From an optimization exercise on the open Yosys and OpenROAD flow, aimed at small area, a short achievable clock period and few clock cycles; shortcuts taken in it are not production practice.
In this exercise RTL edits were held to simulation tests only and were not proved equivalent to the original.

Design secded_sm_core, start of the top module:
module secded_sm_core (
    input  wire        clk,
    input  wire        rst,
    input  wire [5:0]  enc_data,
    output wire [10:0] enc_chan,
    input  wire [10:0] dec_chan,
    output wire [5:0]  dec_data,
    output wire [1:0]  dec_outcome,
    input  wire        exec_valid,
    input  wire [5:0]  exec_word,
    output wire        exec_ready,
    output wire [1:0]  run_state,
    output wire        ovf,
    output wire [2:0]  err_cause,
    output wire [1:0]  top_tag,
    output wire [7:0]  top_data,
    output wire        ann_valid,
    output wire [7:0]  ann_data,
    input  wire        ann_ready
);
For scale: ~2000 cells after synthesis, roughly 72 I/O pins, about 22000 µm² of cells after synthesis.
Settings: LEC_CHECK=0, CAP_MARGIN=20, CORE_MARGIN=2, CORE_UTILIZATION=60, SETUP_SLACK_MARGIN=4.5, SLEW_MARGIN=20; clock period 10.0 ns.
run.sh (not shown) runs the stock make flow with config.mk's settings and CLKGATE_MAP_FILE= SYNTH_SCRIPT=/design/flow/synth_recipe.tcl, a recipe that flattens the netlist after the stock synthesis.
The starting point went through all stages and came out clean.
Testbench counts at the start, summed over its fixed seeds: cycles 20,907.
Next try:
--- a/flow/design.v
+++ b/flow/design.v
@@ -148,42 +148,32 @@
     wire [5:0] w      = exec_word;
     wire [3:0] opc    = w[3:0];
     wire       is_lit = (w[5:4] == 2'b00);
     wire       is_op  = (w[5:4] == 2'b01);
     wire       is_chr = w[5] && (w[4:0] <= 5'd26);
     wire       is_spk = (w == 6'h3F);
     wire       go     = exec_valid && ready && !rs[1];
     assign top_tag  = !has1 ? 2'b00 : !x_chr ? 2'b01 : (x == 8'h20) ? 2'b11 : 2'b10;
     assign top_data = has1 ? x : 8'h00;
-    wire [8:0] leaf [0:31];
+    wire [31:0] sp_is;
     genvar g;
     generate
-        for (g = 0; g < 32; g = g + 1) begin : LEAF
-            if (((g + 29) % 32) < 30) begin : V
-                assign leaf[g] = mem[(g + 29) % 32];
-            end else begin : Z
-                assign leaf[g] = 9'd0;
-            end
+        for (g = 0; g < 32; g = g + 1) begin : SPD
+            assign sp_is[g] = (sp[4:0] == g);
         end
     endgenerate
-    wire [8:0] l1 [0:7];
-    wire [8:0] l2 [0:1];
-    generate
-        for (g = 0; g < 8; g = g + 1) begin : L1
-            assign l1[g] = sp[1] ? (sp[0] ? leaf[4*g+3] : leaf[4*g+2])
-                                 : (sp[0] ? leaf[4*g+1] : leaf[4*g]);
-        end
-        for (g = 0; g < 2; g = g + 1) begin : L2
-            assign l2[g] = sp[3] ? (sp[2] ? l1[4*g+3] : l1[4*g+2])
-                                 : (sp[2] ? l1[4*g+1] : l1[4*g]);
-        end
-    endgenerate
-    wire [8:0] rd = sp[4] ? l2[1] : l2[0];
+    reg [8:0] rd;
+    integer r;
+    always @(*) begin
+        rd = 9'd0;
+        for (r = 0; r < 30; r = r + 1)
+            rd = rd | ({9{sp_is[(r + 3) % 32]}} & mem[r]);
+    end
     wire [15:0] prod;
     mul8x8 u_mul (.a(y), .b(x), .p(prod));
     wire        big_shift = |x[7:3];
     wire [7:0]  shl_t = y << x[2:0];
     wire [7:0]  shr_t = y >> x[2:0];
     wire p01 = y[0] & y[1], p02 = y[0] & y[2], p03 = y[0] & y[3], p04 = y[0] & y[4];
     wire p05 = y[0] & y[5], p06 = y[0] & y[6], p12 = y[1] & y[2], p13 = y[1] & y[3];
     wire p14 = y[1] & y[4], p15 = y[1] & y[5], p23 = y[2] & y[3], p24 = y[2] & y[4];
     wire [7:0] sq_y = {p06, y[3], p04, y[2], p02, y[1], 1'b0, y[0]}
@@ -415,19 +405,19 @@
                 end else if (acc[4:0] == 5'd0 && !tp)
                     tp_set = 1'b1;
             end
         endcase
     end
     integer i;
     always @(posedge clk) begin
         if (do_push) begin
             for (i = 0; i < 30; i = i + 1)
-                if (sp[4:0] == i + 2) mem[i] <= yr;
+                if (sp_is[i + 2]) mem[i] <= yr;
         end
         if (do_push) begin
             xr <= x_nx;
             yr <= xr;
         end else if (do_pop) begin
             xr <= x_we ? x_nx : yr;
             yr <= rd;
         end else begin
             if (x_we) xr <= x_nx;
After rerunning:
- This time the run finished with max-slew violations left
- setup slack is worse by 0.27 ns
- sequential cell count is unchanged
- routed wire length grows by 3.6%
- critical path depth rose by 15
- sequential share of layout area grows by 0.18 points
- via count rises by 4.4%
- final area went down by 0.52%
- worst hold slack degrades by 0.065 ns
- global-route usage grows by 3.4 points
- die area decreases by 3.8%
- utilization goes up by 2.3 points
Testbench counts after the change, summed over its fixed seeds: cycles 20,907.

---

Setup of the previous run:
secded_sm_core again, from the RTL that the note above started with.
make LEC_CHECK=0 ABC_AREA=1 CAP_MARGIN=30 CORE_MARGIN=2 CORE_UTILIZATION=55 SETUP_SLACK_MARGIN=4.5 SLEW_MARGIN=30 finish   # period 10.0 ns
The previous run | status: complete | timing, DRC, antenna: pass
Testbench counts of the previous run, summed over its fixed seeds: cycles 20,907.
Edits applied to the flow inputs when going from the previous run to the current run:
diff --git a/flow/design.v b/flow/design.v
--- a/flow/design.v
+++ b/flow/design.v
@@ -151,36 +151,26 @@
     wire       is_op  = (w[5:4] == 2'b01);
     wire       is_chr = w[5] && (w[4:0] <= 5'd26);
     wire       is_spk = (w == 6'h3F);
     wire       go     = exec_valid && ready && !rs[1];
     assign top_tag  = !has1 ? 2'b00 : !x_chr ? 2'b01 : (x == 8'h20) ? 2'b11 : 2'b10;
     assign top_data = has1 ? x : 8'h00;
-    wire [8:0] leaf [0:31];
+    wire [31:0] sp_is;
     genvar g;
     generate
-        for (g = 0; g < 32; g = g + 1) begin : LEAF
-            if (((g + 29) % 32) < 30) begin : V
-                assign leaf[g] = mem[(g + 29) % 32];
-            end else begin : Z
-                assign leaf[g] = 9'd0;
-            end
+        for (g = 0; g < 32; g = g + 1) begin : SPD
+            assign sp_is[g] = (sp[4:0] == g);
         end
     endgenerate
-    wire [8:0] l1 [0:7];
-    wire [8:0] l2 [0:1];
-    generate
-        for (g = 0; g < 8; g = g + 1) begin : L1
-            assign l1[g] = sp[1] ? (sp[0] ? leaf[4*g+3] : leaf[4*g+2])
-                                 : (sp[0] ? leaf[4*g+1] : leaf[4*g]);
-        end
-        for (g = 0; g < 2; g = g + 1) begin : L2
-            assign l2[g] = sp[3] ? (sp[2] ? l1[4*g+3] : l1[4*g+2])
-                                 : (sp[2] ? l1[4*g+1] : l1[4*g]);
-        end
-    endgenerate
-    wire [8:0] rd = sp[4] ? l2[1] : l2[0];
+    reg [8:0] rd;
+    integer r;
+    always @(*) begin
+        rd = 9'd0;
+        for (r = 0; r < 30; r = r + 1)
+            rd = rd | ({9{sp_is[(r + 3) % 32]}} & mem[r]);
+    end
     wire [15:0] prod;
     mul8x8 u_mul (.a(y), .b(x), .p(prod));
     wire        big_shift = |x[7:3];
     wire [7:0]  shl_t = y << x[2:0];
     wire [7:0]  shr_t = y >> x[2:0];
     wire p01 = y[0] & y[1], p02 = y[0] & y[2], p03 = y[0] & y[3], p04 = y[0] & y[4];
@@ -230,16 +220,15 @@
         endcase
     end
     wire [7:0] dv_d0 = x << dv_k;
     wire [7:0] ym_r  = {ym[0], ym[1], ym[2], ym[3], ym[4], ym[5], ym[6], ym[7]};
     wire [8:0] shl_ov_v = {ym_r, 1'b0};           
     wire       shl_ovf = shl_ov_v[x[2:0]];
-    wire       is_dm  = is_op && (opc == OP_DIV || opc == OP_MOD);
-    wire       as_sub = !(ready && is_op && opc == OP_ADD);
-    wire [7:0] as_b   = !ready ? acc : is_dm ? dv_d0 : x;
-    wire [8:0] as_t   = {1'b0, y} + {1'b0, as_b ^ {8{as_sub}}} + {8'd0, as_sub};
+    wire [8:0] add_t  = {1'b0, y} + {1'b0, x};
+    wire [7:0] as_b   = !ready ? acc : x;
+    wire [8:0] as_t   = {1'b0, y} + {1'b0, ~as_b} + 9'd1;
     wire       dv_ge  = as_t[8];                   
     wire [7:0] dv_rem = dv_ge ? as_t[7:0] : y;
     wire [7:0] dv_quo = {x[6:0], dv_ge};      
     wire [6:0] d10_in = (cn != 2'd0) ? cd[6:0] : x[6:0];    
     reg  [3:0] d10_t;
     always @(*) begin
@@ -315,13 +304,13 @@
     reg [7:0] bin_res;
     reg       bin_ovf;
     always @(*) begin
         bin_res = 8'h00;
         bin_ovf = 1'b0;
         case (opc)
-            OP_ADD: begin bin_res = as_t[7:0]; bin_ovf = as_t[8]; end
+            OP_ADD: begin bin_res = add_t[7:0]; bin_ovf = add_t[8]; end
             OP_SUB: begin bin_res = as_t[7:0]; bin_ovf = !as_t[8]; end
             OP_MUL: begin bin_res = prod[7:0];  bin_ovf = |prod[15:8]; end
             OP_SHL: begin
                 bin_res = big_shift ? 8'h00 : shl_t;
                 bin_ovf = big_shift ? ym[0] : shl_ovf;
             end
@@ -373,14 +362,13 @@
                         end
                         OP_NOT: begin x_nx = {1'b0, ~x}; x_we = 1'b1; end
                         OP_DIV, OP_MOD: begin
                             if (dv_k == 3'd0) begin
                                 do_pop = 1'b1; x_nx = {1'b0, bin_res}; x_we = 1'b1;
                             end else begin
-                                x_nx = {8'd0, dv_ge};  x_we = 1'b1;
-                                y_nx = {1'b0, dv_rem}; y_we = 1'b1;
+                                x_nx = 9'd0; x_we = 1'b1;
                             end
                         end
                         OP_EXP: begin
                             if (exp_done) begin
                                 do_pop = 1'b1; x_nx = {1'b0, bin_res}; x_we = 1'b1;
                             end else begin
@@ -418,28 +406,28 @@
         endcase
     end
     integer i;
     always @(posedge clk) begin
         if (do_push) begin
             for (i = 0; i < 30; i = i + 1)
-                if (sp[4:0] == i + 2) mem[i] <= yr;
+                if (sp_is[i + 2]) mem[i] <= yr;
         end
         if (do_push) begin
             xr <= x_nx;
             yr <= xr;
         end else if (do_pop) begin
             xr <= x_we ? x_nx : yr;
             yr <= rd;
         end else begin
             if (x_we) xr <= x_nx;
             if (y_we) yr <= y_nx;
         end
         if (mode == M_READY) begin
-            acc    <= is_spk ? x : (opc == OP_EXP) ? {2'b00, exp_e[5:1]} : {1'b0, dv_d0[7:1]};
+            acc    <= is_spk ? x : (opc == OP_EXP) ? {2'b00, exp_e[5:1]} : dv_d0;
             dv_mod <= opc[3];
-            dv_cnt <= dv_k - 3'd1;
+            dv_cnt <= dv_k;
         end else if (mode == M_EXP) begin
             acc <= {1'b0, acc[7:1]};
         end else if (mode == M_DIV) begin
             acc <= {1'b0, acc[7:1]};
             dv_cnt <= dv_cnt - 3'd1;
         end
--- outcome ---
Status: sequential element share of the synthesized area parity (the current run, the previous run)
Delta (the current run minus the previous run): number of multi-input logic gates picked up an extra 85; flip-flop and latch count was more or less identical; overall fraction of global-route tracks in use climbed 0.41 points; fmax climbed 0.0021 GHz.
Against the previous run as the reference, the current run delivers a higher final cell count.
| critical path depth | the current run vs the previous run | 1 lower |
Changes observed in the current run relative to the previous run: layout-stage area growth over the synthesis result fell by 3.9 points; count of inverters other than clock inverters in the layout rose by 41; cell area after synthesis stayed essentially flat; final critical-path setup slack rose by 68 ps.
Testbench counts of the current run, summed over its fixed seeds: cycles 21,074.

---

Another version of the RTL of secded_sm_core (not shown whole).
Size: ~2500 cells after synthesis, roughly 320 flip-flops, roughly 72 I/O pins, roughly 21000 um2 of cells after synthesis.
==> flow/config.mk <==
export PLATFORM = sky130hd
export DESIGN_NAME = secded_sm_core
export DESIGN_NICKNAME = secded_sm_core
export VERILOG_FILES = /design/flow/design.v
export SDC_FILE = /design/flow/constraint.sdc
export NUM_CORES = 4
export LEC_CHECK = 0
export ABC_AREA = 1
export CAP_MARGIN = 30
export CORE_MARGIN = 2
export CORE_UTILIZATION = 55
export SETUP_SLACK_MARGIN = 4.5
export SLEW_MARGIN = 30
==> flow/constraint.sdc <==
create_clock -name core_clock -period 10.0 [get_ports {clk}]
set_input_delay 2.0000 -clock core_clock [delete_from_list [all_inputs] [get_ports {clk}]]
set_output_delay 2.0000 -clock core_clock [all_outputs]
set_load 0.01 [all_outputs]
Testbench counts at the start, summed over its fixed seeds: cycles 20,982.
Edit:
--- a/flow/design.v
+++ b/flow/design.v
@@ -119,15 +119,14 @@
     reg [2:0] cause_q;
     reg [1:0] mode;
     reg [5:0] sp;                 
     reg [8:0] xr, yr;             
     reg [8:0] mem [0:29];         
     reg [7:0] acc;                
     reg       dv_mod;             
-    reg [2:0] dv_cnt;             
     reg [6:0] cd;                 
     reg [1:0] cn;                 
     reg       tp;                 
     wire ready = (mode == M_READY);
     assign exec_ready = ready;
     assign run_state  = rs;
     assign ovf        = ovf_q;
@@ -361,15 +360,16 @@
                             y_nx = xr; y_we = 1'b1;
                         end
                         OP_NOT: begin x_nx = {1'b0, ~x}; x_we = 1'b1; end
                         OP_DIV, OP_MOD: begin
                             if (dv_k == 3'd0) begin
                                 do_pop = 1'b1; x_nx = {1'b0, bin_res}; x_we = 1'b1;
                             end else begin
-                                x_nx = 9'd0; x_we = 1'b1;
+                                x_nx = {1'b0, 8'h80 >> dv_k};
+                                x_we = 1'b1;
                             end
                         end
                         OP_EXP: begin
                             if (exp_done) begin
                                 do_pop = 1'b1; x_nx = {1'b0, bin_res}; x_we = 1'b1;
                             end else begin
                                 x_nx = {1'b0, exp_r1}; x_we = 1'b1;
@@ -379,16 +379,16 @@
                         default: begin
                             do_pop = 1'b1; x_nx = {1'b0, bin_res}; x_we = 1'b1;
                         end
                     endcase
                 end
             end
             M_DIV: begin
-                if (dv_cnt != 3'd0) begin
-                    x_nx = {1'b0, dv_quo}; x_we = 1'b1;
+                if (!xr[7]) begin
+                    x_nx = {x, dv_ge}; x_we = 1'b1;
                     y_nx = {1'b0, dv_rem}; y_we = 1'b1;
                 end else begin
                     do_pop = 1'b1; x_we = 1'b1;
                     x_nx = {1'b0, dv_mod ? dv_rem : dv_quo};
                 end
             end
             M_EXP: begin
@@ -420,20 +420,18 @@
         end else begin
             if (x_we) xr <= x_nx;
             if (y_we) yr <= y_nx;
         end
         if (mode == M_READY) begin
             acc    <= is_spk ? x : (opc == OP_EXP) ? {2'b00, exp_e[5:1]} : dv_d0;
             dv_mod <= opc[3];
-            dv_cnt <= dv_k;
         end else if (mode == M_EXP) begin
             acc <= {1'b0, acc[7:1]};
         end else if (mode == M_DIV) begin
             acc <= {1'b0, acc[7:1]};
-            dv_cnt <= dv_cnt - 3'd1;
         end
         if (load_cell)
             acc <= {3'b000, acc[4:0] - 5'd1};
         if (load_cell)
             cd <= fd;
         else if (load_cd && cn[1])
             cd <= {3'b000, d10_o};
@@ -469,15 +467,15 @@
                             endcase
                             if ((opc == OP_DIV || opc == OP_MOD) && dv_k != 3'd0) mode <= M_DIV;
                             if (opc == OP_EXP && !exp_done) mode <= M_EXP;
                         end
                         if (is_spk && !tp_set) mode <= M_SPK;
                     end
                 end
-                M_DIV: if (dv_cnt == 3'd0) mode <= M_READY;
+                M_DIV: if (xr[7]) mode <= M_READY;
                 M_EXP: if (acc[7:1] == 7'd0) mode <= M_READY;
                 M_SPK: if (tp_set) mode <= M_READY;
             endcase
         end
     end
 endmodule
 module mul8x8 (
After rerunning:
- die area grows by 1.7%
- final area climbs by 1.5%
- non-clock buffer count is higher by 9
- wire length rose by 1.0%
- via count goes up by 3.2%
- global-route usage came out lower by 0.30 points
Testbench counts after the change, summed over its fixed seeds: cycles 20,982.

==> what the ideal ports hide <==
The results above use ideal ports. As a check the final layouts listed here were re-extracted and re-timed, cells and wires unchanged.
Step 1 (the two cells are an assumption about what drives the block):
set clk [get_ports {clk}]
set_driving_cell -lib_cell sky130_fd_sc_hd__clkbuf_16 $clk
set_driving_cell -lib_cell sky130_fd_sc_hd__buf_2 [delete_from_list [all_inputs] $clk]
Step 2 moves the port delays by t, midway between the first and last clock arrival at a register: inputs arrive t later, outputs are due t later. That takes back most of the time a late clock gives input paths.
Slacks: ideal ports / drivers / drivers and shift; pairs: ideal ports / drivers.
run | t, ns | setup slack, ns | hold slack, ns
the first run of note 1 | 0.627 | 4.399 / 4.356 / 3.899 | 0.533 / 0.533 / 0.533
the second run of note 1 | 0.591 | 4.131 / 4.131 / 3.910 | 0.468 / 0.468 / 0.468
the previous run | 0.601 | 4.337 / 4.289 / 3.983 | 0.503 / 0.503 / 0.503
the current run | 0.605 | 4.404 / 4.372 / 4.085 | 0.474 / 0.474 / 0.474
the first run of note 3 | 0.580 | 4.472 / 4.420 / 4.137 | 0.479 / 0.479 / 0.479
the second run of note 3 | 0.567 | 4.390 / 4.339 / 4.203 | 0.477 / 0.477 / 0.477
For the first run of note 1, which loses most, drivers alone change the setup slack by -0.043 ns; drivers and shift together by -0.500 ns.
